From an optimization exercise on the open Yosys and OpenROAD flow, aimed at small area, a short achievable clock period and few clock cycles; shortcuts taken in it are not production practice. The RTL was checked by simulation tests, not by an equivalence proof against the original design.

<file path="flow/config.mk">
export PLATFORM = sky130hd
export DESIGN_NAME = xsalsa20_ksg
export DESIGN_NICKNAME = xsalsa20_ksg
export VERILOG_FILES = /design/flow/design.v
export SDC_FILE = /design/flow/constraint.sdc
export NUM_CORES = 4
export LEC_CHECK = 0
export CAP_MARGIN = 40
export CORE_MARGIN = 2
export CORE_UTILIZATION = 30
export SLEW_MARGIN = 20
</file>
<file path="flow/constraint.sdc">
create_clock -name core_clock -period 35.0 [get_ports {clk}]
set_input_delay 7.0000 -clock core_clock [delete_from_list [all_inputs] [get_ports {clk}]]
set_output_delay 7.0000 -clock core_clock [all_outputs]
set_load 0.01 [all_outputs]
</file>
<file path="flow/design.v">
module salsa20_qr (
    input  wire [31:0] a_i,
    input  wire [31:0] b_i,
    input  wire [31:0] c_i,
    input  wire [31:0] d_i,
    output wire [31:0] a_o,
    output wire [31:0] b_o,
    output wire [31:0] c_o,
    output wire [31:0] d_o
);
    wire [31:0] s1 = a_i + d_i;
    wire [31:0] b1 = b_i ^ {s1[24:0], s1[31:25]};    
    wire [31:0] s2 = b1 + a_i;
    wire [31:0] c1 = c_i ^ {s2[22:0], s2[31:23]};    
    wire [31:0] s3 = c1 + b1;
    wire [31:0] d1 = d_i ^ {s3[18:0], s3[31:19]};    
    wire [31:0] s4 = d1 + c1;
    wire [31:0] a1 = a_i ^ {s4[13:0], s4[31:14]};    
    assign a_o = a1;
    assign b_o = b1;
    assign c_o = c1;
    assign d_o = d1;
endmodule
module salsa20_round (
    input  wire [511:0] x_i,
    output wire [511:0] x_o      
);
    wire [31:0] x [0:15];
    wire [31:0] y [0:15];    
    genvar i;
    generate
        for (i = 0; i < 16; i = i + 1) begin : g_words
            assign x[i] = x_i[32*i +: 32];
            assign x_o[32*i +: 32] = y[4*(i%4) + i/4];
        end
    endgenerate
    salsa20_qr u_c0 (.a_i(x[0]),  .b_i(x[4]),  .c_i(x[8]),  .d_i(x[12]),
                     .a_o(y[0]),  .b_o(y[4]),  .c_o(y[8]),  .d_o(y[12]));
    salsa20_qr u_c1 (.a_i(x[5]),  .b_i(x[9]),  .c_i(x[13]), .d_i(x[1]),
                     .a_o(y[5]),  .b_o(y[9]),  .c_o(y[13]), .d_o(y[1]));
    salsa20_qr u_c2 (.a_i(x[10]), .b_i(x[14]), .c_i(x[2]),  .d_i(x[6]),
                     .a_o(y[10]), .b_o(y[14]), .c_o(y[2]),  .d_o(y[6]));
    salsa20_qr u_c3 (.a_i(x[15]), .b_i(x[3]),  .c_i(x[7]),  .d_i(x[11]),
                     .a_o(y[15]), .b_o(y[3]),  .c_o(y[7]),  .d_o(y[11]));
endmodule
module xsalsa20_ksg (
    input  wire         clk,
    input  wire         rst,
    input  wire         cmd_valid,
    output wire         cmd_ready,
    input  wire [255:0] cmd_key,
    input  wire [191:0] cmd_nonce,
    input  wire [63:0]  cmd_ctr,
    input  wire [15:0]  cmd_nblocks,
    output wire         ks_valid,
    input  wire         ks_ready,
    output wire [511:0] ks_data,
    output wire         ks_last
);
    localparam [31:0] SIGMA0 = 32'h61707865;
    localparam [31:0] SIGMA1 = 32'h3320646e;
    localparam [31:0] SIGMA2 = 32'h79622d32;
    localparam [31:0] SIGMA3 = 32'h6b206574;
    localparam [1:0] S_IDLE  = 2'd0;   
    localparam [1:0] S_ROUND = 2'd1;   
    localparam [1:0] S_LOAD  = 2'd2;   
    localparam [1:0] S_OUT   = 2'd3;   
    reg [1:0]   state;
    reg         hs;          
    reg [4:0]   round;       
    reg [511:0] x;           
    reg [255:0] subkey;
    reg [63:0]  ntail;       
    reg [63:0]  ctr;         
    reg [15:0]  remaining;   
    wire [511:0] x_r;
    salsa20_round u_round (.x_i(x), .x_o(x_r));
    function [511:0] load_state;
        input [255:0] k;
        input [127:0] v;
        begin
            load_state = {SIGMA3, k[255:128], SIGMA2, v, SIGMA1, k[127:0], SIGMA0};
        end
    endfunction
    wire [63:0]  ctr_inc  = ctr + 64'd1;
    wire [63:0]  ctr_load = (state == S_OUT) ? ctr_inc : ctr;
    wire [511:0] hs_init  = load_state(cmd_key, cmd_nonce[127:0]);
    wire [511:0] blk_init = load_state(subkey, {ctr_load, ntail});
    wire [511:0] j        = load_state(subkey, {ctr, ntail});
    wire last_round = (round == 5'd19);
    wire last_block = (remaining == 16'd1);
    always @(posedge clk) begin
        if (rst) begin
            state     <= S_IDLE;
            round     <= 5'd0;
            remaining <= 16'd0;
        end else begin
            case (state)
                S_IDLE: begin
                    if (cmd_valid) begin
                        x         <= hs_init;
                        ntail     <= cmd_nonce[191:128];
                        ctr       <= cmd_ctr;
                        remaining <= cmd_nblocks;
                        hs        <= 1'b1;
                        round     <= 5'd0;
                        state     <= S_ROUND;
                    end
                end
                S_ROUND: begin
                    x     <= x_r;
                    round <= last_round ? 5'd0 : round + 5'd1;
                    if (last_round) begin
                        if (hs) begin
                            subkey <= {x_r[32*9 +: 32], x_r[32*8 +: 32], x_r[32*7 +: 32], x_r[32*6 +: 32],
                                       x_r[32*15 +: 32], x_r[32*10 +: 32], x_r[32*5 +: 32], x_r[32*0 +: 32]};
                            state  <= S_LOAD;
                        end else begin
                            state  <= S_OUT;
                        end
                    end
                end
                S_LOAD: begin
                    x     <= blk_init;
                    hs    <= 1'b0;
                    state <= S_ROUND;
                end
                S_OUT: begin
                    if (ks_ready) begin
                        remaining <= remaining - 16'd1;
                        if (last_block) begin
                            state <= S_IDLE;
                        end else begin
                            x     <= blk_init;
                            ctr   <= ctr_inc;
                            state <= S_ROUND;
                        end
                    end
                end
                default: state <= S_IDLE;
            endcase
        end
    end
    genvar w;
    generate
        for (w = 0; w < 16; w = w + 1) begin : g_ff
            assign ks_data[32*w +: 32] = x[32*w +: 32] + j[32*w +: 32];
        end
    endgenerate
    assign cmd_ready = (state == S_IDLE);
    assign ks_valid  = (state == S_OUT);
    assign ks_last   = last_block;
endmodule
</file>
<file path="flow/flow/run.sh">
#!/bin/bash
set -euo pipefail
MARGIN=${REPAIR_MARGIN:-23}
bash standard.sh SETUP_SLACK_MARGIN=$MARGIN finish > standard_flow.log 2>&1
</file>
<file path="flow/standard.sh">
#!/bin/bash
# synth_recipe.tcl (not shown) runs the flow's synth.tcl, then flattens the netlist and writes it again
# the make line also repeats each setting of config.mk as NAME=value (left out here)
make -C /OpenROAD-flow-scripts/flow DESIGN_CONFIG=/design/flow/config.mk WORK_HOME=/design/flow/orfs CLKGATE_MAP_FILE= SYNTH_SCRIPT=/design/flow/synth_recipe.tcl "${@:-finish}"
</file>
==> run summary, run 1 <==
status finished clean; register area 27400 µm²; Critical Path End Type output pin; asr flop ratio synth 0; I/O pin total 1047; Tmin final 12.10 ns; register area share after synthesis 0.325; cts bufs inserted 118; Core ar. 279000 µm²; Remaining Overflow, GRT 0; Final Hold Fails 0; drt pass-1 iters 7; Hold Crit Start remaining[9]; Clk pin slew, worst setup/hold paths 0.07 ns; CTS tree built; die area 285000 µm²; top cells by instance count after synthesis xnor2_1, edfxtp_1, ha_1; clock tree buffer depth 3; worst r2r path cells 47; Place WS 21.49 ns; CTS root buf clkbuf_16; Via Count 87500; Die Wd 534 µm; post-synth top area share 0.319; setup_tns 0 ns; fin crit share 0.346; CP Cell Sequence ha_1, and3_1, and2_1, nand3_1, o41a_1, a31oi_4, a211oi_1, a211oi_2, xor2_1, clkdlybuf4s50_1; max_cap viols 0; Post-Syn Instances 9135; RR Endpoint x[177]; Yosys top cell by area edfxtp_1; R2R Setup Slk 23.22 ns; mapped cell area 84300 µm²; 1st-iter DRT viols 13600; initial antenna violation count 103; share of post-route cells with drive strength above 1 0.104; Setup Skew 0.0824 ns; Setup Crit Path Kind reg2out; Layout area overhead 29.7%; hold buffer count at CTS 0; pin count of the biggest net entering global routing 137; setup ws final 22.90 ns; I/O Buffers 1046; ys flop type edfxtp_1; yosys warns 2; slowest CP cell xor2_1; Tot GR Track Use 0.370; vias in the first global route 78800; Routed WL 554000 µm; Rel. slew slack 0.184; syn_nets 10600; Slew Limit Fails 0; Area contributors post-synth edfxtp_1, ha_1, xnor2_1; Final Non-Filler Cells 14500; Arr. time, crit path 5.10 ns; multi-input logic area 56900 µm²; Die H 534 µm; Crit Path Max Fanout 5; number of flops mapped to enable cells by yosys 897; Hold Path Depth 2; Clock Sinks 920; Rows 194; wire per inst 38.2 µm; Final nets 12100; H-tree levels 3; first-pass GRT wire length 715000 µm; Worst-Skew Late Latency 0.83 ns; highest clock rate 82.7 MHz; RR Startpoint x[160]; Hold Crit Endpoint remaining[9]; #FFs+latches synth 920; fill count 28100; hold crit path type reg2reg; initial core utilization 0.302; top-count cell post-synth xnor2_1; # DRC 0; startpoint class of the critical path flop; synthesized area per cell 9.23 µm²; Vias per Instance 6.03; post-route ant nets 0; Placed Instances 14100; DP HPWL 464000 µm; RD Place Congestion 1.12; RSZ-0062 raised after global routing yes; Setup Viol. Count Final 0; Cell Area, Placed 103000 µm²; Slew @ Worst Pin 1.22 ns; Yosys cell types 101; Worst path max stage delay 0.77 ns; Worst Path Required 28.00 ns; design area 109000 µm²
-- worst max-delay path by stage --
stage                          start            to  cells after the start
after floorplan                  rst          x[0]                      2
after global placement        x[162]        x[177]                     47
after detailed placement      x[162]        x[177]                     47
after CTS                 subkey[64]  ks_data[126]                     16
after global routing          x[162]        x[177]                     50
final                         x[435]  ks_data[445]                     10
-- state kept, by name, summed over array words and instances (netlist names) --
name       cells
ctr           64
hs             1
ntail         64
remaining     16
round          5
state          2
subkey       256
x            512
-- per-stage QoR --
step	utilization	hold slack, ns
after floorplan	-	0.459
after global placement	0.365	0.497
after detailed placement	0.369	0.502
after CTS	0.387	0.513
after global routing	0.391	0.543
final	0.391	0.514
-- final cells by class --
cell class / count / area share
clock inverters: 85 / 0.00883
repair buffers: 1621 / 0.138
diodes: 55 / 0.00126
well taps: 3724 / 0.0426
flip-flops and latches: 920 / 0.250
inverters: 300 / 0.0103
multi-input cells: 7668 / 0.520
clock buffers: 138 / 0.0281
-- cell usage in the layout (no fill, tap or decap), types with 21 or more instances in the layout --
cell	instances
xnor2_1	922
a21o_1	371
xor2_1	469
nand3_1	176
clkinv_1	26
a21oi_1	697
clkbuf_16	119
o21a_1	111
a221o_1	41
o21bai_1	109
and2_1	101
buf_4	529
ha_1	874
o31ai_1	26
nand2_1	878
a31o_2	25
o21ai_1	26
xnor2_2	112
o21ai_0	647
clkdlybuf4s50_1	1031
a211o_1	24
and3_1	106
a31oi_1	80
nor3_1	125
nand2b_1	112
fa_1	27
edfxtp_1	897
a22oi_1	319
a211oi_1	68
and4_1	22
or2_2	21
nor2b_1	81
dfxtp_1	23
nand4_1	68
diode_2	55
o211ai_1	39
nor2_1	489
or3_1	39
inv_1	298
-- worst max-delay path: cells and delay by family, from the launching register on --
family	cells	cell delay, ns
AOI/OAI and AO/OA	4	1.23
xor gates and xnor gates	1	0.77
adders and majority gates	1	0.45
buffers and inverters	1	0.69
DFF	1	0.53
and+or+nand+nor	3	0.58
-- routing by layer --
layer / wire length, µm / GRT usage / vias to the layer above / part of all wire
li1: - / - / 37000 / -
met1: 214000 / 0.483 / 42700 / 0.39
met2: 224000 / 0.527 / 6487 / 0.41
met3: 72600 / 0.110 / 1209 / 0.13
met4: 42900 / 0.241 / 60 / 0.077
met5: 384 / 0 / - / 0.00069
-- what timing repair did --
item,in CTS,in global routing
pin swaps,21,46
cloned,0,0
setup endpoints to repair,196,171
setup buffers,53,50
resized for setup,111,135
-- logic make-up (layout without fill, tap and decap cells) --
family | after synthesis | count (layout) | share of synthesized area
other | 0 | 55 | 0
flip-flops | 920 | 920 | 0.325
XOR/XNOR | 1522 | 1522 | 0.159
adder cells (fa/ha/maj) | 914 | 914 | 0.138
buffers and inverters | 547 | 2144 | 0.0246
AND/OR/NAND/NOR | 2285 | 2285 | 0.126
AO/OA/AOI/OAI | 2942 | 2942 | 0.227
multiplexers | 5 | 5 | 0.000638
Testbench counts, summed over its fixed seeds: cycles 37,931.
==> run 2: changes to the inputs <==
==> flow/run.sh (new file) <==
#!/bin/bash
# synth_recipe.tcl (not shown) runs the flow's synth.tcl, then flattens the netlist and writes it again
# the make line also repeats each setting of config.mk as NAME=value (left out here)
make -C /OpenROAD-flow-scripts/flow DESIGN_CONFIG=/design/flow/config.mk WORK_HOME=/design/flow/orfs CLKGATE_MAP_FILE= SYNTH_SCRIPT=/design/flow/synth_recipe.tcl finish
--- a/flow/config.mk
+++ b/flow/config.mk
@@ -10,2 +10,3 @@
 export CORE_UTILIZATION = 30
+export SETUP_SLACK_MARGIN = 0.3
 export SLEW_MARGIN = 20
removed: flow/flow/run.sh
removed: flow/standard.sh
==> run 2 against run 1 <==
Effect of this change: still clean; synthesized cell count unchanged; setup slack worse by 1.9 ns; sequential cell count is the same; count of clock-buffer cells in the layout increased by 2; non-clock buffer count is 118 lower; critical path depth up 37; core utilization decreased by 0.85 points; first-iteration DRC count is 4.5% lower; highest routed layer unchanged.
==> run summary, run 2 <==
status finished clean; I/O Buffers 1046 (unchanged); Placed Instances 14100 (-0.11%); Tot GR Track Use 0.369 (-0.000934); number of flops mapped to enable cells by yosys 897 (unchanged); mapped cell area 84300 µm² (unchanged); Crit Path Max Fanout 5 (unchanged); Routed met1 length 215000 µm (+0.55%); met3 wire len 71300 µm (-1.8%); startpoint class of the critical path flop; Tmin final 14.02 ns (+1.92 ns); Layout area overhead 26.9%; slowest CP cell a2111oi_1; vias in the first global route 77300 (-1.9%); CTS tree built; Clock Sinks 920 (unchanged); fin crit share 0.401 (+0.0550); Yosys top cell by area edfxtp_1; top-count cell post-synth xnor2_1; Clk pin slew, worst setup/hold paths 0.07 ns (about the same); post-synth top area share 0.319 (unchanged); Arr. time, crit path 14.59 ns (+9.49 ns); post-cts sizing count 0 (-100%); clock tree buffer depth 3 (unchanged); Area contributors post-synth edfxtp_1, ha_1, xnor2_1; most frequent cells in the layout clkdlybuf4s50_1, xnor2_1, edfxtp_1; RD Place Congestion 1.09 (-2.3%); # DRC 0 (unchanged); Yosys cell types 101 (unchanged); share of post-route cells with drive strength above 1 0.0759 (-0.0276); hold crit path type reg2reg; wire per inst 38.4 µm (+0.58%); Setup Skew 0.0491 ns (-0.0333 ns); most common cell after layout, fill and taps aside clkdlybuf4s50_1; register area 27400 µm² (unchanged); first-pass GRT wire length 712000 µm (-0.46%); I/O pin total 1047 (unchanged); initial core utilization 0.302 (unchanged); 1st-iter DRT viols 13000 (-4.5%); die area 285000 µm² (unchanged); Worst path max stage delay 0.86 ns (+0.09 ns); drt pass-1 iters 8 (+1); Rel. slew slack 0.287 (+0.102); Critical Path End Type flop; pin count of the biggest net entering global routing 139 (+1.5%); yosys warns 2 (unchanged); Slew Limit Fails 0 (unchanged); Core ar. 279000 µm² (unchanged); RSZ-0062 raised after global routing no; multi-input logic area 55500 µm² (-2.4%); ys flop type edfxtp_1; Rows 194 (unchanged); synthesized area per cell 9.23 µm² (unchanged); Final Non-Filler Cells 14400 (-0.85%); setup_tns 0 ns (unchanged); max_cap viols 0 (unchanged); syn_nets 10600 (unchanged); delay-heaviest family, CP compound AO/OA/AOI/OAI gates; worst path bufs/invs 2 (+1); Routed WL 553000 µm (-0.28%); initial antenna violation count 128 (+24%); largest reg by FF count x; post-route ant nets 0 (unchanged); Via Count 86000 (-1.7%); Setup Viol. Count Final 0 (unchanged); Remaining Overflow, GRT 0 (unchanged); Worst Path Required 35.57 ns (+7.57 ns); most frequent CP cell a21oi_1; Final nets 12000 (-0.99%); asr flop ratio synth 0 (unchanged); met2 WL 222000 µm (-1.1%); top cells by instance count after synthesis xnor2_1, edfxtp_1, ha_1; cts bufs inserted 117 (-0.85%); Final Hold Fails 0 (unchanged); #FFs+latches synth 920 (unchanged); highest clock rate 71.3 MHz (-14%); Post-Syn Instances 9135 (unchanged); Die Wd 534 µm (unchanged); Slew @ Worst Pin 1.06 ns (-0.161 ns); DP HPWL 466000 µm (+0.49%); Setup Crit Path Kind reg2reg; H-tree levels 3 (unchanged); Vias per Instance 5.98 (-0.83%); hold buffer count at CTS 0 (unchanged); Worst-Skew Late Latency 0.81 ns (-0.02 ns); register area share after synthesis 0.325 (unchanged); CTS root buf clkbuf_16; biggest regs x: 512 flops, subkey: 256 flops; Die H 534 µm (unchanged); max reg flops 512 (unchanged); Top Layer Used met5; fill count 28400 (+1.1%); post-CTS setup buffers 0 (-100%)
run 2: layer usage:
metal | vias up | GRT usage
li1 | 36800 | -
met3 | 1192 | 0.120
met2 | 6000 | 0.522
met1 | 42000 | 0.478
met5 | - | 0.000500
met4 | 60 | 0.244
run 2: final timing paths:
path,start,endpoint,slack (ns),depth (start not counted)
hold reg to reg,remaining[9],remaining[9],0.50,2
setup / recovery,x[160],x[176],20.98,47
hold / removal,remaining[9],remaining[9],0.50,2
setup reg to reg,x[160],x[176],20.98,47
run 2: cells by family after synthesis:
family | Yosys count | synth area share
AOI/OAI and AO/OA | 2942 | 0.227
xor gates and xnor gates | 1522 | 0.159
adders and majority gates | 914 | 0.138
buffers and inverters | 547 | 0.0246
DFF | 920 | 0.325
muxes | 5 | 0.000638
and+or+nand+nor | 2285 | 0.126
run 2: final cells by class:
type | count | share of cell area
clock inverter | 83 | 0.00840
tap | 3724 | 0.0435
antenna | 49 | 0.00115
inverter | 300 | 0.0105
multi-input combinational | 7668 | 0.519
timing repair buffer | 1503 | 0.133
clock buffer | 140 | 0.0284
sequential | 920 | 0.256
run 2: metrics by stage:
step	hold slack, ns	util	cell area, µm²	setup WS, ns
detailed placement	0.491	0.368	103000	20.98
CTS	0.499	0.382	107000	20.92
floorplan	0.462	-	84300	7.19
global placement	0.483	0.364	102000	21.15
finish	0.505	0.383	107000	20.98
global route	0.530	0.383	107000	20.31
run 2: worst reg2reg max path, delay by kind of cell (launching register included):
| kind | cells | cell delay [ns] |
|---|---|---|
| AO/OA/AOI/OAI | 27 | 7.94 |
| XOR/XNOR | 4 | 1.35 |
| adder cells (fa/ha/maj) | 6 | 2.19 |
| buffers and inverters | 2 | 0.34 |
| flip-flops | 1 | 0.53 |
| AND/OR/NAND/NOR | 8 | 1.43 |
==> run 3: changes to the inputs <==
==> flow/flow/run.sh (new file) <==
#!/bin/bash
# The standard layout (standard.sh: the standard synthesis and ORFS steps)
# with two changes in how the layout is made; the clock period, the SDC and
# every check are unchanged:
#  * the resizer's timing repair is asked for extra setup slack, so the round
#    logic is sized for speed instead of being left at the minimum sizes that
#    already meet the 35 ns clock;
#  * every input and output port still gets its own buffer, but a plain
#    buf_1 instead of the delay cell buffer_ports picks by default (the
#    repair steps resize it where a port needs more drive).
set -euo pipefail
MARGIN=${REPAIR_MARGIN:-23}
bash standard.sh SETUP_SLACK_MARGIN=$MARGIN \
    "BUFFER_PORTS_ARGS=-buffer_cell sky130_fd_sc_hd__buf_1" \
    finish > standard_flow.log 2>&1
==> flow/standard.sh (new file) <==
#!/bin/bash
# synth_recipe.tcl (not shown) runs the flow's synth.tcl, then flattens the netlist and writes it again
# the make line also repeats each setting of config.mk as NAME=value (left out here)
make -C /OpenROAD-flow-scripts/flow DESIGN_CONFIG=/design/flow/config.mk WORK_HOME=/design/flow/orfs CLKGATE_MAP_FILE= SYNTH_SCRIPT=/design/flow/synth_recipe.tcl "${@:-finish}"
--- a/flow/config.mk
+++ b/flow/config.mk
@@ -9,4 +9,3 @@
 export CORE_MARGIN = 2
-export CORE_UTILIZATION = 30
-export SETUP_SLACK_MARGIN = 0.3
+export CORE_UTILIZATION = 45
 export SLEW_MARGIN = 20
removed: flow/run.sh
==> run 3 against run 2 <==
Effect of this change: still clean on timing, DRC and antenna; die area is 33% lower; count of clock-buffer cells in the layout is 3 lower; final cell count is 8.5% lower; sequential share of layout area is 1.8 points higher; non-clock buffer count is 41 higher; critical path depth is 35 lower; area after synthesis stayed put; clock skew is 0.041 ns higher; core utilization is 15 points higher; first-iteration DRC count is 6.7% higher; critical path type is now reg2out; highest routed layer unchanged.
==> run summary, run 3 <==
Routed WL 514000 µm (-7.0%); Tot GR Track Use 0.515 (+0.146); status finished clean; hold crit path type reg2reg; Clock Sinks 920 (unchanged); ys flop type edfxtp_1; Rel. slew slack 0.250 (-0.0366); Worst path max stage delay 0.61 ns (-0.25 ns); vias in the first global route 80700 (+4.4%); Die Wd 437 µm (-18%); CP Cell Sequence inv_1, ha_1, nand2b_1, a211oi_2, o21bai_1, a21boi_1, and3b_1, o211a_1, nand2b_1, a31oi_1, xor2_1, buf_1; DP HPWL 424000 µm (-9.1%); die area 191000 µm² (-33%); Cell Area, Placed 94300 µm² (-8.3%); Hold Path Depth 2 (unchanged); max reg flops 512 (unchanged); worst path bufs/invs 2 (unchanged); fin crit share 0.342 (-0.0586); share of post-route cells with drive strength above 1 0.0898 (+0.0139); Core ar. 186000 µm² (-33%); CTS tree built; first-pass GRT wire length 674000 µm (-5.3%); I/O Buffers 1046 (unchanged); Via Count 88700 (+3.2%); synthesized area per cell 9.23 µm² (unchanged); largest reg by FF count x; most frequent cells in the layout buf_1, xnor2_1, edfxtp_1; Post-Syn Instances 9135 (unchanged); Yosys cell types 101 (unchanged); Layout area overhead 18.5%; highest clock rate 83.6 MHz (+17%); slowest CP cell a21boi_1; most common cell after layout, fill and taps aside buf_1; RSZ-0062 raised after global routing yes; delay-heaviest family, CP compound AO/OA/AOI/OAI gates; Place WS 21.56 ns (+0.586 ns); register area share after synthesis 0.325 (unchanged); syn_nets 10600 (unchanged); I/O pin total 1047 (unchanged); Worst Path Required 28.00 ns (-7.57 ns); Area contributors post-synth edfxtp_1, ha_1, xnor2_1; Die H 437 µm (-18%); number of flops mapped to enable cells by yosys 897 (unchanged); clock tree buffer depth 3 (unchanged); Tmin final 11.97 ns (-2.05 ns); Clk pin slew, worst setup/hold paths 0.06 ns (about the same); cts bufs inserted 116 (-0.85%); initial antenna violation count 80 (-38%); H-tree levels 3 (unchanged); most frequent CP cell nand2b_1; design area 99900 µm² (-6.6%); Yosys top cell by area edfxtp_1; 1st-iter DRT viols 13900 (+6.7%); max_cap viols 0 (unchanged); # DRC 0 (unchanged); mapped cell area 84300 µm² (unchanged); asr flop ratio synth 0 (unchanged); Vias per Instance 6.74 (+13%); setup_tns 0 ns (unchanged); initial core utilization 0.454 (+0.152); Setup Skew 0.0904 ns (+0.0413 ns); worst r2r path cells 46 (-2.1%); top cells by instance count after synthesis xnor2_1, edfxtp_1, ha_1; setup ws final 23.03 ns (+2.05 ns); Arr. time, crit path 4.97 ns (-9.62 ns); Worst-Skew Late Latency 0.86 ns (+0.05 ns); post-route ant nets 0 (unchanged); Remaining Overflow, GRT 0 (unchanged); Setup Viol. Count Final 0 (unchanged); startpoint class of the critical path flop; CTS root buf clkbuf_16; RD Place Congestion 1.19 (+8.7%); wire per inst 39.0 µm (+1.6%); yosys warns 2 (unchanged); top-count cell post-synth xnor2_1; post-synth top area share 0.319 (unchanged); drt pass-1 iters 10 (+2); critical path depth in cells 12 (-74%); Rows 158 (-19%); Critical Path End Type output pin; Final Hold Fails 0 (unchanged); biggest regs x: 512 flops, subkey: 256 flops; pin count of the biggest net entering global routing 149 (+7.2%); #FFs+latches synth 920 (unchanged); Slew @ Worst Pin 1.12 ns (+0.0625 ns); Setup Crit Path Kind reg2out; Final nets 12000 (+0.33%); Slew Limit Fails 0 (unchanged); Crit Path Max Fanout 8 (+3)
[run 3: logic make-up (layout without fill, tap and decap cells)]
logic type / count (synthesis) / after routing / synth area share
other: 0 / 43 / 0
adders and majority gates: 914 / 914 / 0.138
xor gates and xnor gates: 1522 / 1522 / 0.159
muxes: 5 / 5 / 0.000638
buffers and inverters: 547 / 2058 / 0.0246
DFF: 920 / 920 / 0.325
and+or+nand+nor: 2285 / 2285 / 0.126
AOI/OAI and AO/OA: 2942 / 2942 / 0.227
[run 3: tightest hold or removal path, stage by stage, from the launching register on]
cell,delay [ns]
dfxtp_1,0.32
o21ai_0,0.07
a21oi_1,0.06
[run 3: repair_timing]
action                     in CTS  in global routing
setup endpoints to repair     135                151
setup buffers                  16                 55
hold buffers                    0                  0
pin swaps                       8                 22
gates resized for setup        55                108
cloned                          0                  0
[run 3: path summary, 6_finish.rpt]
| check | start | to | slack (ns) |
|---|---|---|---|
| max | x[161] | ks_data[189] | 23.03 |
| min | remaining[9] | remaining[9] | 0.50 |
| max reg2reg | x[1] | x[16] | 23.20 |
| min reg2reg | remaining[9] | remaining[9] | 0.50 |
[run 3: layout make-up]
class                   count  area [µm²]
well taps                2480        3100
clock inverters            77         688
fillers                 17200       85900
multi-input cells        7668       56400
diodes                     43         108
inverters                 300        1130
repair buffers           1544        8060
clock buffers             137        3040
flip-flops and latches    920       27400
[run 3: layer usage]
layer | GRT usage | part of all wire | vias up
met5 | 0.00554 | 0.00086 | -
met4 | 0.451 | 0.11 | 36
met3 | 0.191 | 0.14 | 1786
met2 | 0.711 | 0.39 | 7291
met1 | 0.626 | 0.35 | 42800
li1 | - | - | 36800
[run 3: stage by stage]
step / util / hold slack (ns) / cells
after floorplan: - / 0.459 / 9135
after global placement: 0.502 / 0.477 / 12700
after detailed placement: 0.507 / 0.487 / 12800
after CTS: 0.530 / 0.493 / 13100
after global routing: 0.537 / 0.544 / 13100
final: 0.538 / 0.502 / 13200
==> run 4: changes to the inputs <==
--- a/flow/config.mk
+++ b/flow/config.mk
@@ -9,3 +9,3 @@
 export CORE_MARGIN = 2
-export CORE_UTILIZATION = 45
+export CORE_UTILIZATION = 30
 export SLEW_MARGIN = 20
==> run 4 against run 3 <==
Effect of this change: first-iteration DRC count down 12%; global-route usage fell by 14 points; fmax grew 0.65%; non-clock buffer count rose by 73; critical path depth is 1 higher; highest routed layer unchanged; critical path type unchanged; final cell count is 10% higher; area after synthesis stayed put.
==> run summary, run 4 <==
status finished clean; Via Count 86400 (-2.7%); startpoint class of the critical path flop; Post-Syn Instances 9135 (unchanged); hold crit path type reg2reg; syn_nets 10600 (unchanged); number of flops mapped to enable cells by yosys 897 (unchanged); # DRC 0 (unchanged); Setup Crit Path Kind reg2out; RR Endpoint x[177]; R2R Setup Slk 23.30 ns (+0.10 ns); Core ar. 279000 µm² (+50%); Layout area overhead 21.5%; most frequent cells in the layout buf_1, xnor2_1, edfxtp_1; Area contributors post-synth edfxtp_1, ha_1, xnor2_1; fin crit share 0.340 (-0.00222); largest reg by FF count x; Yosys cell types 101 (unchanged); Rel. slew slack 0.287 (+0.0363); CTS tree built; Setup crit end ks_data[287]; Slew @ Worst Pin 1.06 ns (-0.0620 ns); Remaining Overflow, GRT 0 (unchanged); Slew Limit Fails 0 (unchanged); Routed WL 556000 µm (+8.3%); #FFs+latches synth 920 (unchanged); post-synth top area share 0.319 (unchanged); yosys warns 2 (unchanged); ys flop type edfxtp_1; most common cell after layout, fill and taps aside buf_1; Die Wd 534 µm (+22%); register area share after synthesis 0.325 (unchanged); CTS root buf clkbuf_16; first-pass GRT wire length 718000 µm (+6.4%); vias in the first global route 78200 (-3.0%); Final nets 12100 (+0.63%); mapped cell area 84300 µm² (unchanged); post-route ant nets 0 (unchanged); Clock Sinks 920 (unchanged); highest clock rate 84.1 MHz (+0.65%); Die H 534 µm (+22%); cts bufs inserted 119 (+2.6%); setup_tns 0 ns (unchanged); DP HPWL 469000 µm (+11%); Critical Path End Type output pin; max_cap viols 0 (unchanged); die area 285000 µm² (+49%); worst r2r path cells 47 (+2.2%); Worst-Skew Late Latency 0.85 ns (about the same); RD Place Congestion 1.06 (-10%); biggest regs x: 512 flops, subkey: 256 flops; pin count of the biggest net entering global routing 138 (-7.4%); initial antenna violation count 86 (+7.5%); Critical path origin x[257]; max reg flops 512 (unchanged); share of post-route cells with drive strength above 1 0.100 (+0.0106); Core Util, Final 0.367 (-0.171); wire per inst 38.4 µm (-1.6%); RSZ-0062 raised after global routing yes; Arr. time, crit path 4.89 ns (-0.08 ns); top-count cell post-synth xnor2_1; Worst Path Required 28.00 ns (about the same); I/O pin total 1047 (unchanged); clock tree buffer depth 3 (unchanged); Vias per Instance 5.96 (-12%); Crit Path Max Fanout 3 (-5); Clk pin slew, worst setup/hold paths 0.06 ns (about the same); Rows 194 (+23%); Setup Viol. Count Final 0 (unchanged); 1st-iter DRT viols 12300 (-12%); Tot GR Track Use 0.373 (-0.142); I/O Buffers 1046 (unchanged); asr flop ratio synth 0 (unchanged); Setup Skew 0.0843 ns (-0.00611 ns); drt pass-1 iters 6 (-4); synthesized area per cell 9.23 µm² (unchanged); initial core utilization 0.302 (-0.152); H-tree levels 3 (unchanged); Tmin final 11.89 ns (-0.0776 ns); RR Startpoint x[38]; Final Hold Fails 0 (unchanged); hold buffer count at CTS 0 (unchanged); Yosys top cell by area edfxtp_1; top cells by instance count after synthesis xnor2_1, edfxtp_1, ha_1
==> run 4: cell counts after synthesis <==
Identical to the previous run, type by type.
==> run 4: layer usage <==
metal	track usage	vias up	wire, µm
met2	0.535	5677	225000
li1	-	37000	-
met5	0	-	298
met3	0.112	1086	67300
met1	0.486	42600	221000
met4	0.235	48	43300
==> run 4: worst min-delay path by stage <==
stage	start	end	slack, ns	depth (start not counted)
4_1_cts	remaining[9]	remaining[9]	0.51	2
2_1_floorplan	round[4]	round[4]	0.46	1
6_report	remaining[9]	remaining[9]	0.52	2
5_1_grt	remaining[9]	remaining[9]	0.54	2
3_3_place_gp	remaining[9]	remaining[9]	0.49	2
3_5_place_dp	remaining[9]	remaining[9]	0.50	2
==> run 4: timing repair <==
| action | CTS | global route |
|---|---|---|
| buffers inserted | 24 | 82 |
| pin swaps | 15 | 42 |
| gates resized for setup | 81 | 111 |
| setup endpoints to repair | 176 | 162 |
| cloned | 0 | 0 |
==> run 4: kinds of logic (layout without fill, tap and decap cells) <==
logic type | after synthesis | in the layout | share of synthesized area
adder cells (fa/ha/maj) | 914 | 914 | 0.138
other | 0 | 38 | 0
AO/OA/AOI/OAI | 2942 | 2942 | 0.227
multiplexers | 5 | 5 | 0.000638
AND/OR/NAND/NOR | 2285 | 2285 | 0.126
flip-flops | 920 | 920 | 0.325
XOR/XNOR | 1522 | 1522 | 0.159
buffers and inverters | 547 | 2144 | 0.0246
==> run 4: cell type report <==
type / instances / area, µm²
diodes: 38 / 95.1
clock buffers: 133 / 3050
clock inverters: 94 / 1020
fillers: 28900 / 177000
inverters: 300 / 1130
multi-input cells: 7668 / 56600
flip-flops and latches: 920 / 27400
well taps: 3724 / 4660
repair buffers: 1617 / 8500
==> run 4: worst max-delay path, cell delays in order, from the launching register on <==
cell and delay (ns):
edfxtp_1 0.60, ha_1 0.38, a211oi_1 0.24, nor2_1 0.11
o31ai_1 0.25, nand2_1 0.21, a41oi_1 0.51, a311o_1 0.26
nand2_1 0.06, or4_1 0.45, a31o_2 0.27, a21oi_1 0.17
xnor2_1 0.14, buf_1 0.39
==> run 4: metrics by stage <==
step / std cells / instance area [µm²] / hold WS (ns) / setup WS (ns)
floorplan: 9135 / 84400 / 0.459 / 15.27
detailed placement: 14100 / 96300 / 0.503 / 21.32
CTS: 14400 / 101000 / 0.512 / 23.00
finish: 14500 / 102000 / 0.520 / 23.11
global route: 14500 / 102000 / 0.538 / 22.78
global placement: 14000 / 95100 / 0.494 / 21.17
==> run 5: changes to the inputs <==
--- a/flow/design.v
+++ b/flow/design.v
@@ -1 +1,29 @@
+module salsa20_add32 (
+    input  wire [31:0] a,
+    input  wire [31:0] b,
+    output wire [31:0] s
+);
+    wire [31:0] p0 = a ^ b;
+    wire [31:0] g0 = a & b;
+    wire [31:0] g [0:5];
+    wire [31:0] p [0:5];
+    assign g[0] = g0;
+    assign p[0] = p0;
+    genvar l, i;
+    generate
+        for (l = 0; l < 5; l = l + 1) begin : g_lvl
+            for (i = 0; i < 32; i = i + 1) begin : g_bit
+                if ((i >> l) & 1) begin : g_comb
+                    localparam integer J = ((i >> l) << l) - 1;
+                    assign g[l+1][i] = g[l][i] | (p[l][i] & g[l][J]);
+                    assign p[l+1][i] = p[l][i] & p[l][J];
+                end else begin : g_pass
+                    assign g[l+1][i] = g[l][i];
+                    assign p[l+1][i] = p[l][i];
+                end
+            end
+        end
+    endgenerate
+    assign s = p0 ^ {g[5][30:0], 1'b0};
+endmodule
 module salsa20_qr (
@@ -10,9 +38,10 @@
 );
-    wire [31:0] s1 = a_i + d_i;
+    wire [31:0] s1, s2, s3, s4;
+    salsa20_add32 u_s1 (.a(a_i), .b(d_i), .s(s1));
     wire [31:0] b1 = b_i ^ {s1[24:0], s1[31:25]};    
-    wire [31:0] s2 = b1 + a_i;
+    salsa20_add32 u_s2 (.a(b1), .b(a_i), .s(s2));
     wire [31:0] c1 = c_i ^ {s2[22:0], s2[31:23]};    
-    wire [31:0] s3 = c1 + b1;
+    salsa20_add32 u_s3 (.a(c1), .b(b1), .s(s3));
     wire [31:0] d1 = d_i ^ {s3[18:0], s3[31:19]};    
-    wire [31:0] s4 = d1 + c1;
+    salsa20_add32 u_s4 (.a(d1), .b(c1), .s(s4));
     wire [31:0] a1 = a_i ^ {s4[13:0], s4[31:14]};    
@@ -146,3 +175,3 @@
         for (w = 0; w < 16; w = w + 1) begin : g_ff
-            assign ks_data[32*w +: 32] = x[32*w +: 32] + j[32*w +: 32];
+            salsa20_add32 u_ff (.a(x[32*w +: 32]), .b(j[32*w +: 32]), .s(ks_data[32*w +: 32]));
         end
--- a/flow/flow/run.sh
+++ b/flow/flow/run.sh
@@ -11,3 +11,3 @@
 set -euo pipefail
-MARGIN=${REPAIR_MARGIN:-23}
+MARGIN=${REPAIR_MARGIN:-22}
 bash standard.sh SETUP_SLACK_MARGIN=$MARGIN \
==> run 5 against run 4 <==
Effect of this change: critical path type is now reg2reg; via count decreased by 14%; synthesized cell count decreased by 15%; final cell count decreased by 13%; first-iteration DRC count decreased by 16%; area after synthesis decreased by 8.2%; count of clock-buffer cells in the layout increased by 6; largest cell class unchanged; non-clock buffer count decreased by 178; still clean on timing, DRC and antenna; critical path depth increased by 34.
==> run summary, run 5 <==
status finished clean; post-synthesis simple-gate area fraction 0.108 (-0.0181); area share of fa/ha/maj cells after synthesis 0.176 (+0.0379); Clk pin slew, worst setup/hold paths 0.06 ns (about the same); cts bufs inserted 121 (+1.7%); Yosys top cell by area edfxtp_1; ys flop type edfxtp_1; Tmin final 12.77 ns (+0.877 ns); DP HPWL 422000 µm (-10%); Vias per Instance 5.85 (-1.9%); max_cap viols 0 (unchanged); Rel. slew slack 0.299 (+0.0120); vias in the first global route 69700 (-11%); die area 262000 µm² (-8.1%); Layout area overhead 20.4%; synthesized area per cell 9.99 µm² (+8.2%); max reg flops 512 (unchanged); RD Place Congestion 1.11 (+4.5%); startpoint class of the critical path flop; CTS tree built; Worst Path Required 35.71 ns (+7.71 ns); clock tree buffer depth 3 (unchanged); hold buffer count at CTS 0 (unchanged); GR peak layer met2; Synth Area in Compound Gates 0.175 (-0.0520); Arr. time, crit path 13.48 ns (+8.59 ns); most frequent CP cell a21oi_1; Clock Sinks 920 (unchanged); Rows 186 (-4.1%); Area contributors post-synth edfxtp_1, ha_1, xnor2_1; asr flop ratio synth 0 (unchanged); drt pass-1 iters 6 (unchanged); wire per inst 39.5 µm (+3.0%); Routed WL 499000 µm (-10%); Die H 512 µm (-4.1%); Via Count 73900 (-14%); top-count cell post-synth xnor2_1; H-tree levels 3 (unchanged); Setup Viol. Count Final 0 (unchanged); Final nets 10600 (-12%); M1 GR Usage 0.467 (-0.0193); biggest regs x: 512 flops, subkey: 256 flops; Cell Area, Placed 88600 µm² (-8.0%); RSZ-0062 raised after global routing yes; setup_tns 0 ns (unchanged); Slew @ Worst Pin 1.04 ns (-0.0179 ns); Yosys cell types 113 (+12%); most common cell after layout, fill and taps aside buf_1; number of flops mapped to enable cells by yosys 897 (unchanged); GR Util met3 0.0869 (-0.0256); top cells by instance count after synthesis xnor2_1, edfxtp_1, ha_1; share of post-route cells with drive strength above 1 0.0873 (-0.0132); Final Non-Filler Cells 12600 (-13%); Worst path max stage delay 0.61 ns (about the same); xor and xnor area share after synthesis 0.158 (-0.000718); mapped cell area 77400 µm² (-8.2%); initial core utilization 0.302 (about the same); initial antenna violation count 116 (+35%); design area 93300 µm² (-9.0%); # DRC 0 (unchanged); most frequent cells in the layout buf_1, edfxtp_1, ha_1; post-route ant nets 0 (unchanged); pin count of the biggest net entering global routing 160 (+16%); Core ar. 257000 µm² (-8.1%); yosys warns 3 (+1); largest family of logic cells by synthesized area adder cells; I/O Buffers 1046 (unchanged); largest reg by FF count x; Critical Path End Type flop; Placed Instances 12300 (-13%); CTS root buf clkbuf_16; hold crit path type reg2reg; Setup Skew 0.0738 ns (-0.0105 ns); Final Hold Fails 0 (unchanged); 1st-iter DRT viols 10200 (-16%); register area share after synthesis 0.354 (+0.0289); Worst-Skew Late Latency 0.87 ns (+0.02 ns); Crit Path Max Fanout 7 (+4); mux cell area share after synthesis 0.000711 (+0.0000729); first-pass GRT wire length 645000 µm (-10%); highest clock rate 78.3 MHz (-6.9%); Slew Limit Fails 0 (unchanged); met2 Use GR 0.543 (+0.00806); post-synth top area share 0.348 (+0.0284); Die Wd 512 µm (-4.1%); I/O pin total 1047 (unchanged); syn_nets 9287 (-12%); slowest CP cell edfxtp_1; Post-Syn Instances 7750 (-15%); Remaining Overflow, GRT 0 (unchanged); #FFs+latches synth 920 (unchanged); Tot GR Track Use 0.367 (-0.00664); fin crit share 0.365 (+0.0251); Setup Crit Path Kind reg2reg
[run 5: metrics by stage]
| step | utilization | hold WS (ns) | setup slack [ns] |
|---|---|---|---|
| finish | 0.363 | 0.482 | 22.23 |
| global route | 0.363 | 0.530 | 21.91 |
| CTS | 0.361 | 0.485 | 21.89 |
| detailed placement | 0.345 | 0.473 | 21.63 |
| global placement | 0.341 | 0.460 | 21.09 |
| floorplan | - | 0.444 | 15.27 |
[run 5: worst max-delay path, delay by kind of cell (launching register included)]
family | cells | cell delay (ns)
AO/OA/AOI/OAI | 30 | 6.84
XOR/XNOR | 4 | 1.63
adder cells (fa/ha/maj) | 4 | 1.40
buffers and inverters | 3 | 0.53
flip-flops | 1 | 0.61
AND/OR/NAND/NOR | 6 | 1.60
[run 5: repair_timing]
item / CTS / global route
hold endpoints to repair: 0 / 0
setup endpoints to repair: 21 / 88
buffers inserted: 0 / 8
pin swaps: 0 / 4
resized for setup: 5 / 21
[run 5: path summary, 6_finish.rpt]
path | endpoint | startpoint | cells past startpoint | slack [ns]
max | x[177] | x[164] | 47 | 22.23
min | remaining[4] | remaining[4] | 2 | 0.48
max reg2reg | x[177] | x[164] | 47 | 22.23
min reg2reg | remaining[4] | remaining[4] | 2 | 0.48
[run 5: layout make-up]
type	count	area, µm²
antenna	65	163
sequential	920	27400
inverter	360	1350
clock buffer	139	3100
multi-input combinational	6245	48800
clock inverter	85	958
timing repair buffer	1439	7300
tap	3384	4230
fill	26200	163000
[run 5: cells by family (layout without fill, tap and decap cells)]
kind of cell    Yosys count  in the layout
compound gates         2100           2100
simple gates           1745           1745
xor+xnor               1390           1390
fa+ha+maj              1005           1005
flops                   920            920
buf+inv                 585           2023
mux                       5              5
other cells               0             65
[run 5: layer usage]
layer	vias up	wire, µm
li1	31000	-
met1	36900	195000
met2	4951	211000
met3	1013	51400
met4	48	41800
met5	-	328
Testbench counts of run 5, summed over its fixed seeds: cycles 37,931.
==> run 6: changes to the inputs <==
--- a/flow/flow/run.sh
+++ b/flow/flow/run.sh
@@ -11,3 +11,3 @@
 set -euo pipefail
-MARGIN=${REPAIR_MARGIN:-22}
+MARGIN=${REPAIR_MARGIN:-23}
 bash standard.sh SETUP_SLACK_MARGIN=$MARGIN \
==> run 6 against run 5 <==
Effect of this change: non-clock buffer count up 34; final cell count rose by 0.37%; fmax rose by 7.3%; hold slack gained 0.0011 ns; synthesized cell count stayed put; die area unchanged; via count rose by 0.72%; clock skew decreased by 0.0061 ns; setup slack better by 0.86 ns; first-iteration DRC count increased by 0.37%.
==> run summary, run 6 <==
startpoint class of the critical path flop; max reg flops 512 (unchanged); first-pass GRT wire length 646000 µm (+0.14%); Setup Skew 0.0677 ns (-0.00609 ns); Crit Path Max Fanout 5 (-2); mapped cell area 77400 µm² (unchanged); highest clock rate 84.0 MHz (+7.3%); max_cap viols 0 (unchanged); Yosys top cell by area edfxtp_1; post-route ant nets 0 (unchanged); pin count of the biggest net entering global routing 160 (unchanged); Rows 186 (unchanged); wire per inst 39.5 µm (about the same); Hold Path Depth 2 (unchanged); H-tree levels 3 (unchanged); Critical Path End Type output pin; met2 WL 211000 µm (-0.12%); top-count cell post-synth xnor2_1; drt pass-1 iters 7 (+1); mux cell area share after synthesis 0.000711 (unchanged); Die H 512 µm (unchanged); synthesized area per cell 9.99 µm² (unchanged); I/O Buffers 1046 (unchanged); 1st-iter DRT viols 10300 (+0.37%); Synth Area in Compound Gates 0.175 (unchanged); Remaining Overflow, GRT 0 (unchanged); Layout area overhead 21.5%; CTS root buf clkbuf_16; most common cell after layout, fill and taps aside buf_1; area share of fa/ha/maj cells after synthesis 0.176 (unchanged); Slew @ Worst Pin 1.02 ns (-0.0294 ns); most frequent cells in the layout buf_1, edfxtp_1, ha_1; hold buffer count at CTS 0 (unchanged); R2R Setup Slk 23.18 ns (+0.95 ns); RD Place Congestion 1.11 (unchanged); Top Layer Used met5; worst r2r path cells 44 (-6.4%); hold crit path type reg2reg; initial antenna violation count 127 (+9.5%); syn_nets 9287 (unchanged); clock tree buffer depth 3 (unchanged); register area share after synthesis 0.354 (unchanged); initial core utilization 0.302 (unchanged); Clock Sinks 920 (unchanged); setup_tns 0 ns (unchanged); Rel. slew slack 0.318 (+0.0197); Final Hold Fails 0 (unchanged); xor and xnor area share after synthesis 0.158 (unchanged); Slew Limit Fails 0 (unchanged); number of flops mapped to enable cells by yosys 897 (unchanged); Tmin final 11.90 ns (-0.865 ns); post-synthesis simple-gate area fraction 0.108 (unchanged); DP HPWL 422000 µm (unchanged); Vias per Instance 5.87 (+0.35%); die area 262000 µm² (unchanged); Die Wd 512 µm (unchanged); asr flop ratio synth 0 (unchanged); met3 wire len 52800 µm (+2.8%); fin crit share 0.340 (-0.0247); #FFs+latches synth 920 (unchanged); largest family of logic cells by synthesized area adder cells; Setup Viol. Count Final 0 (unchanged); vias in the first global route 69900 (+0.29%); largest reg by FF count x; Core ar. 257000 µm² (unchanged); Final nets 10700 (+0.32%); RR Startpoint x[389]; RR Endpoint x[16]; fill count 26100 (-0.15%); # DRC 0 (unchanged); Critical path origin subkey[224]; I/O pin total 1047 (unchanged); Clk pin slew, worst setup/hold paths 0.06 ns (about the same); post-synth top area share 0.348 (unchanged); top cells by instance count after synthesis xnor2_1, edfxtp_1, ha_1; biggest regs x: 512 flops, subkey: 256 flops; Setup Crit Path Kind reg2out; Worst-Skew Late Latency 0.86 ns (about the same); ys flop type edfxtp_1; yosys warns 3 (unchanged); Arr. time, crit path 4.90 ns (-8.58 ns); Worst Path Required 28.00 ns (-7.71 ns); Setup crit end ks_data[479]; Tot GR Track Use 0.367 (+0.000645); Routed met1 length 194000 µm (-0.40%); share of post-route cells with drive strength above 1 0.0993 (+0.0120); RSZ-0062 raised after global routing yes; Routed WL 501000 µm (+0.29%); status finished clean; CTS tree built; Post-Syn Instances 7750 (unchanged); Area contributors post-synth edfxtp_1, ha_1, xnor2_1; Yosys cell types 113 (unchanged); Via Count 74400 (+0.72%); cts bufs inserted 121 (unchanged)
## run 6: cell counts after synthesis
Identical to the previous run, type by type.
## run 6: per-layer routing
layer,global-route usage,up-vias
li1,-,31100
met1,0.467,37000
met2,0.543,5201
met3,0.0884,1096
met4,0.264,48
met5,0,-
## run 6: timing repair
action	CTS	global route
pin swaps	15	17
setup endpoints to repair	179	167
gates resized for setup	55	72
buffers inserted	17	25
## run 6: how the worst min path moves through the flow
stage                 startpoint            to  slack, ns
detailed placement  remaining[4]  remaining[4]       0.47
global placement    remaining[4]  remaining[4]       0.46
floorplan           remaining[4]  remaining[4]       0.44
CTS                 remaining[4]  remaining[4]       0.48
global route        remaining[4]  remaining[4]       0.53
finish              remaining[4]  remaining[4]       0.48
## run 6: cells by family (layout without fill, tap and decap cells)
logic type                 after synthesis  after routing
AOI/OAI and AO/OA                     2100           2100
and+or+nand+nor                       1745           1745
xor gates and xnor gates              1390           1390
adders and majority gates             1005           1005
DFF                                    920            920
buffers and inverters                  585           2057
muxes                                    5              5
other                                    0             78
## run 6: worst max-delay path, cell delays in order (launching register included)
cell and delay [ns]:
edfxtp_1 0.59, ha_1 0.29, inv_1 0.07, fa_1 0.23, nor2b_1 0.06, o21ai_0 0.21
a21boi_0 0.16, o21a_1 0.25, a41o_2 0.36, a41o_1 0.29, and4_1 0.26, o221a_2 0.29
a21oi_1 0.25, o21bai_1 0.12, xnor2_1 0.42, buf_1 0.21
## run 6: through the flow
stage / cells / area, µm² / setup slack [ns] / utilization / hold WS, ns
detailed placement: 12300 / 88600 / 21.63 / 0.345 / 0.473
global placement: 12200 / 87500 / 21.09 / 0.341 / 0.460
floorplan: 7750 / 77500 / 15.27 / - / 0.444
global route: 12600 / 94000 / 22.89 / 0.366 / 0.530
CTS: 12600 / 93100 / 22.90 / 0.363 / 0.485
finish: 12700 / 94100 / 23.10 / 0.367 / 0.483
## run 6: cell type report
cell class	instances	area, µm²	share of cell area
Multi-Input combinational cell	6245	49300	0.524
Sequential cell	920	27400	0.291
Timing Repair Buffer	1473	7570	0.0804
Tap cell	3384	4230	0.0450
Clock buffer	139	3100	0.0329
Inverter	360	1350	0.0144
Clock inverter	85	958	0.0102
Antenna cell	78	195	0.00207
==> run 7: changes to the inputs <==
--- a/flow/config.mk
+++ b/flow/config.mk
@@ -7,3 +7,3 @@
 export LEC_CHECK = 0
-export CAP_MARGIN = 40
+export CAP_MARGIN = 20
 export CORE_MARGIN = 2
==> run 7 against run 6 <==
Effect of this change: setup slack better by 0.026 ns; non-clock buffer count fell by 104; count of clock-buffer cells in the layout down 8; hold slack improved by 0.0016 ns; still clean; die area did not move; critical endpoint is now ks_data[319]; fmax is 0.22% higher.
==> run summary, run 7 <==
status finished clean; Worst path max stage delay 0.61 ns (+0.02 ns); design area 92800 µm² (-1.4%); worst path bufs/invs 1 (-1); Arr. time, crit path 4.88 ns (-0.02 ns); Yosys top cell by area edfxtp_1; Layout area overhead 19.8%; CTS tree built; I/O pin total 1047 (unchanged); Routed WL 499000 µm (-0.29%); Setup Crit Path Kind reg2out; Cell Area, Placed 87600 µm² (-1.2%); post-route ant nets 0 (unchanged); Post-Syn Instances 7750 (unchanged); largest reg by FF count x; RSZ-0062 raised after global routing yes; synthesized area per cell 9.99 µm² (unchanged); Worst-Skew Late Latency 0.85 ns (about the same); hold crit path type reg2reg; Slew @ Worst Pin 1.36 ns (+0.340 ns); met3 wire len 51100 µm (-3.3%); fin crit share 0.339 (-0.000757); highest clock rate 84.2 MHz (+0.22%); Placed Instances 12200 (-0.80%); Slew Limit Fails 0 (unchanged); DP HPWL 419000 µm (-0.75%); most frequent cells in the layout buf_1, edfxtp_1, ha_1; Routed met1 length 196000 µm (+0.80%); RD Place Congestion 1.11 (unchanged); # DRC 0 (unchanged); Vias per Instance 5.89 (+0.33%); clock tree buffer depth 3 (unchanged); Core Util, Final 0.361 (-0.00513); top cells by instance count after synthesis xnor2_1, edfxtp_1, ha_1; Core ar. 257000 µm² (unchanged); Worst Path Required 28.00 ns (about the same); share of post-route cells with drive strength above 1 0.0887 (-0.0106); syn_nets 9287 (unchanged); Area contributors post-synth edfxtp_1, ha_1, xnor2_1; yosys warns 3 (unchanged); Tot GR Track Use 0.367 (about the same); Setup Viol. Count Final 0 (unchanged); setup_tns 0 ns (unchanged); die area 262000 µm² (unchanged); first-pass GRT wire length 645000 µm (-0.18%); biggest regs x: 512 flops, subkey: 256 flops; register area share after synthesis 0.354 (unchanged); Clk pin slew, worst setup/hold paths 0.06 ns (about the same); asr flop ratio synth 0 (unchanged); delay-heaviest family, CP compound AO/OA/AOI/OAI gates; initial antenna violation count 121 (-4.7%); Critical Path End Type output pin; Tmin final 11.88 ns (-0.0265 ns); pin count of the biggest net entering global routing 160 (unchanged); mapped cell area 77400 µm² (unchanged); Via Count 74000 (-0.62%); Die Wd 512 µm (unchanged); max_cap viols 0 (unchanged); vias in the first global route 69300 (-0.73%); hold buffer count at CTS 0 (unchanged); met2 WL 211000 µm (about the same); 1st-iter DRT viols 10600 (+2.8%); Top Layer Used met5; cts bufs inserted 116 (-4.1%); max reg flops 512 (unchanged); Clock Sinks 920 (unchanged); Remaining Overflow, GRT 0 (unchanged); startpoint class of the critical path flop; H-tree levels 3 (unchanged); Final Hold Fails 0 (unchanged); hold_ws 0.485 ns (+0.00160 ns); top-count cell post-synth xnor2_1; initial core utilization 0.302 (unchanged); Final nets 10500 (-1.0%); I/O Buffers 1046 (unchanged); Setup Skew 0.0551 ns (-0.0126 ns); number of flops mapped to enable cells by yosys 897 (unchanged); post-synth top area share 0.348 (unchanged); CP Cell Sequence ha_1, a21o_1, a221o_1, a221o_1, a21oi_1, o21ai_2, a41oi_1, o21ai_1, a21o_1, a21oi_1, xnor2_2, buf_1; most common cell after layout, fill and taps aside buf_1; #FFs+latches synth 920 (unchanged); Die H 512 µm (unchanged); Final Non-Filler Cells 12600 (-0.95%); Rel. slew slack 0.0897 (-0.229); slowest CP cell edfxtp_1; Yosys cell types 113 (unchanged); CTS root buf clkbuf_16; fill count 26200 (+0.42%); Crit Path Max Fanout 4 (-1); ys flop type edfxtp_1; drt pass-1 iters 6 (-1); Rows 186 (unchanged); wire per inst 39.7 µm (+0.66%)
[run 7: final cells by class]
class	instances	area, µm²	area share
antenna	72	180	0.00194
clock buffer	131	2980	0.0321
clock inverter	83	810	0.00873
inverter	360	1350	0.0146
multi-input combinational	6245	49400	0.533
sequential	920	27400	0.295
tap	3384	4230	0.0456
timing repair buffer	1369	6390	0.0689
[run 7: metal layers]
| metal | vias up | track usage |
|---|---|---|
| met5 | - | 0 |
| li1 | 30900 | - |
| met4 | 50 | 0.262 |
| met2 | 5033 | 0.541 |
| met3 | 1004 | 0.0860 |
| met1 | 37000 | 0.470 |
[run 7: worst register-to-register path, delay by kind of cell (launching register included)]
kind	cells	cell delay [ns]
simple gates	7	1.77
compound gates	26	6.07
buf+inv	2	0.20
xor+xnor	4	1.15
fa+ha+maj	5	1.64
flops	1	0.56
[run 7: worst paths after layout]
check	from	to	slack, ns	depth (start not counted)
worst max-delay path	x[302]	ks_data[319]	23.12	12
worst min-delay path	remaining[4]	remaining[4]	0.48	2
worst max register to register	x[37]	x[177]	23.40	44
worst min register to register	remaining[4]	remaining[4]	0.48	2
[run 7: timing repair]
item,in CTS,in global routing
pin swaps,15,23
setup buffers,16,33
resized for setup,59,75
setup endpoints to repair,192,169
[run 7: cell families after synthesis]
family | count (synthesis) | share of synthesized area
muxes | 5 | 0.000711
and+or+nand+nor | 1745 | 0.108
xor gates and xnor gates | 1390 | 0.158
buffers and inverters | 585 | 0.0287
AOI/OAI and AO/OA | 2100 | 0.175
adders and majority gates | 1005 | 0.176
DFF | 920 | 0.354
[run 7: per-stage QoR]
stage                     worst slack [ns]
after floorplan                      15.27
after global placement               21.09
after detailed placement             21.26
after CTS                            22.99
after global routing                 22.86
final                                23.12
==> run 8: changes to the inputs <==
--- a/flow/config.mk
+++ b/flow/config.mk
@@ -10,2 +10,3 @@
 export CORE_UTILIZATION = 30
+export GPL_TIMING_DRIVEN = 0
 export SLEW_MARGIN = 20
==> run 8 against run 7 <==
Effect of this change: highest routed layer unchanged; hold slack worse by 0.0049 ns; die area stayed put; sequential share of layout area is 0.82 points lower; critical path depth increased by 2; first-iteration DRC count up 10%.
==> run summary, run 8 <==
Setup Skew 0.0562 ns (+0.00109 ns); Via Count 76200 (+3.0%); post-route ant nets 0 (unchanged); I/O pin total 1047 (unchanged); RR Endpoint x[186]; Die Wd 512 µm (unchanged); Core ar. 257000 µm² (unchanged); highest clock rate 83.3 MHz (-1.1%); share of post-route cells with drive strength above 1 0.0988 (+0.0101); multi-input logic area 50500 µm² (+2.1%); drt pass-1 iters 6 (unchanged); Tmin final 12.01 ns (+0.130 ns); DP HPWL 450000 µm (+7.5%); 1st-iter DRT viols 11600 (+10%); Worst Path Required 28.00 ns (about the same); synthesized area per cell 9.99 µm² (unchanged); Hold Crit Endpoint remaining[4]; Setup Crit Path Kind reg2out; slowest CP cell edfxtp_1; #FFs+latches synth 920 (unchanged); Slew @ Worst Pin 1.43 ns (+0.0790 ns); ys flop type edfxtp_1; Routed WL 524000 µm (+4.9%); initial core utilization 0.302 (unchanged); most frequent cells in the layout buf_1, edfxtp_1, ha_1; worst r2r path cells 39 (-11%); Die H 512 µm (unchanged); wire per inst 41.2 µm (+3.7%); R2R Setup Slk 23.09 ns (-0.31 ns); cts bufs inserted 118 (+1.7%); top-count cell post-synth xnor2_1; clock tree buffer depth 3 (unchanged); Remaining Overflow, GRT 0 (unchanged); initial antenna violation count 109 (-9.9%); Tot GR Track Use 0.385 (+0.0181); syn_nets 9287 (unchanged); post-synth top area share 0.348 (unchanged); register area share after synthesis 0.354 (unchanged); Yosys top cell by area edfxtp_1; Cell Area, Placed 89200 µm² (+1.8%); mapped cell area 77400 µm² (unchanged); CP Cell Sequence ha_1, inv_1, fa_1, nor2b_1, o31a_1, o2111ai_1, a211oi_2, a22oi_1, a21oi_1, o21ai_0, o21ai_2, a21o_1, xor2_1, buf_1; status finished clean; RR Startpoint x[37]; number of flops mapped to enable cells by yosys 897 (unchanged); design area 95400 µm² (+2.9%); asr flop ratio synth 0 (unchanged); Clock Sinks 920 (unchanged); Layout area overhead 23.2%; # DRC 0 (unchanged); max reg flops 512 (unchanged); delay-heaviest family, CP compound AO/OA/AOI/OAI gates; Rel. slew slack 0.0366 (-0.0531); I/O Buffers 1045 (-0.096%); fill count 26100 (-0.72%); top cells by instance count after synthesis xnor2_1, edfxtp_1, ha_1; RSZ-0062 raised after global routing no; Hold Crit Start remaining[4]; Worst path max stage delay 0.51 ns (-0.10 ns); fin crit share 0.343 (+0.00371); Hold Path Depth 2 (unchanged); CTS root buf clkbuf_16; Area contributors post-synth edfxtp_1, ha_1, xnor2_1; first-pass GRT wire length 668000 µm (+3.6%); hold crit path type reg2reg; RD Place Congestion 1.08 (-2.9%); Setup Viol. Count Final 0 (unchanged); Post-Syn Instances 7750 (unchanged); pin count of the biggest net entering global routing 29 (-82%); Clk pin slew, worst setup/hold paths 0.06 ns (about the same); largest reg by FF count x; CTS tree built; Vias per Instance 5.99 (+1.8%); most common cell after layout, fill and taps aside buf_1; setup_tns 0 ns (unchanged); Crit Path Max Fanout 3 (-1); vias in the first global route 70600 (+1.8%); Final nets 10700 (+1.6%); Slew Limit Fails 0 (unchanged); Rows 186 (unchanged); register area 27400 µm² (unchanged); max_cap viols 0 (unchanged); Final Hold Fails 0 (unchanged); worst path bufs/invs 2 (+1); Arr. time, crit path 5.01 ns (+0.13 ns); die area 262000 µm² (unchanged); hold buffer count at CTS 0 (unchanged); Yosys cell types 113 (unchanged); yosys warns 3 (unchanged); biggest regs x: 512 flops, subkey: 256 flops; startpoint class of the critical path flop; Critical Path End Type output pin; Worst-Skew Late Latency 0.85 ns (about the same); H-tree levels 3 (unchanged)
run 8: cell counts after synthesis:
Identical to the previous run, type by type.
run 8: metrics by stage:
| stage | setup slack [ns] | hold WS, ns | std cells | utilization |
|---|---|---|---|---|
| global route | 22.99 | 0.518 | 12700 | 0.371 |
| CTS | 23.00 | 0.474 | 12600 | 0.368 |
| floorplan | 15.27 | 0.444 | 7750 | - |
| finish | 22.99 | 0.480 | 12700 | 0.372 |
| global placement | 7.15 | 0.470 | 12200 | 0.334 |
| detailed placement | 20.13 | 0.464 | 12400 | 0.347 |
run 8: repair_timing:
item / in CTS / in global routing
gates resized for setup: 151 / 93
pin swaps: 24 / 34
endpoints found under the setup margin: 275 / 152
buffers inserted: 51 / 42
run 8: worst reg2reg max path, delay by kind of cell, from the launching register on:
family / cells / cell delay [ns]
AOI/OAI and AO/OA: 18 / 4.40
adders and majority gates: 6 / 2.40
xor gates and xnor gates: 4 / 2.07
and+or+nand+nor: 8 / 1.90
DFF: 1 / 0.54
buffers and inverters: 3 / 0.50
run 8: final cells by class:
| cell class | instances | share of cell area |
|---|---|---|
| Clock inverter | 68 | 0.00687 |
| Clock buffer | 151 | 0.0328 |
| Sequential cell | 920 | 0.287 |
| Antenna cell | 45 | 0.00118 |
| Inverter | 360 | 0.0142 |
| Tap cell | 3384 | 0.0444 |
| Multi-Input combinational cell | 6245 | 0.529 |
| Buffer | 225 | 0.00991 |
| Timing Repair Buffer | 1311 | 0.0746 |
run 8: cell families (layout without fill, tap and decap cells):
family                   after synthesis  in the layout  share of synthesized area
AO/OA/AOI/OAI                       2100           2100                      0.175
AND/OR/NAND/NOR                     1745           1745                      0.108
XOR/XNOR                            1390           1390                      0.158
adder cells (fa/ha/maj)             1005           1005                      0.176
flip-flops                           920            920                      0.354
buffers and inverters                585           2115                     0.0287
multiplexers                           5              5                   0.000711
other                                  0             45                          0
run 8: per-layer routing:
metal | vias to the layer above | track usage | routed length, µm
li1 | 31200 | - | -
met4 | 30 | 0.291 | 47900
met3 | 1260 | 0.0960 | 59900
met2 | 5769 | 0.557 | 215000
met1 | 37900 | 0.493 | 201000
met5 | - | 0 | 198
run 8: worst max path at each step:
stage | start | to | slack, ns | depth (start not counted)
6_report | subkey[128] | ks_data[382] | 22.99 | 14
4_1_cts | x[352] | x[497] | 23.00 | 48
2_1_floorplan | rst | x[0] | 15.27 | 2
3_5_place_dp | x[320] | x[336] | 20.13 | 44
3_3_place_gp | ks_ready | x[487] | 7.15 | 3
5_1_grt | x[320] | x[337] | 22.99 | 46

-- re-timing with driven ports --
The flow's constraints put no driver on any port. The routed layouts listed below were extracted and timed again, unchanged, in two steps.
Step 1 sets driving cells, clkbuf_16 on the clock port and buf_2 on the other inputs (assumed; they add their load-dependent delay and slew).
Step 2 also shifts input and output timing later by t, the mid clock arrival at the registers, as if the neighbouring blocks saw the same clock.
a / b / c = ideal / step 1 / step 2; a / b = the first two.
run	shift t [ns]	setup slack, ns	worst register clock-pin slew, ns	pins driven straight from the clock port
run 1	0.891	22.905 / 22.800 / 23.093	0.07 / 0.07	1
run 2	0.888	20.981 / 20.981 / 20.981	0.07 / 0.07	1
run 3	0.915	23.032 / 22.933 / 23.204	0.08 / 0.08	1
run 4	0.900	23.110 / 23.020 / 22.968	0.07 / 0.07	1
run 5	0.925	22.233 / 22.233 / 22.233	0.07 / 0.07	1
run 6	0.927	23.097 / 23.001 / 23.184	0.07 / 0.07	1
run 7	0.909	23.124 / 23.032 / 23.373	0.07 / 0.07	1
run 8	0.926	22.994 / 22.894 / 23.087	0.08 / 0.08	1
After both steps every run listed still meets setup and hold. The setup slack of run 4, which loses most, moves by -0.090 ns with the drivers and by -0.142 ns with both steps.
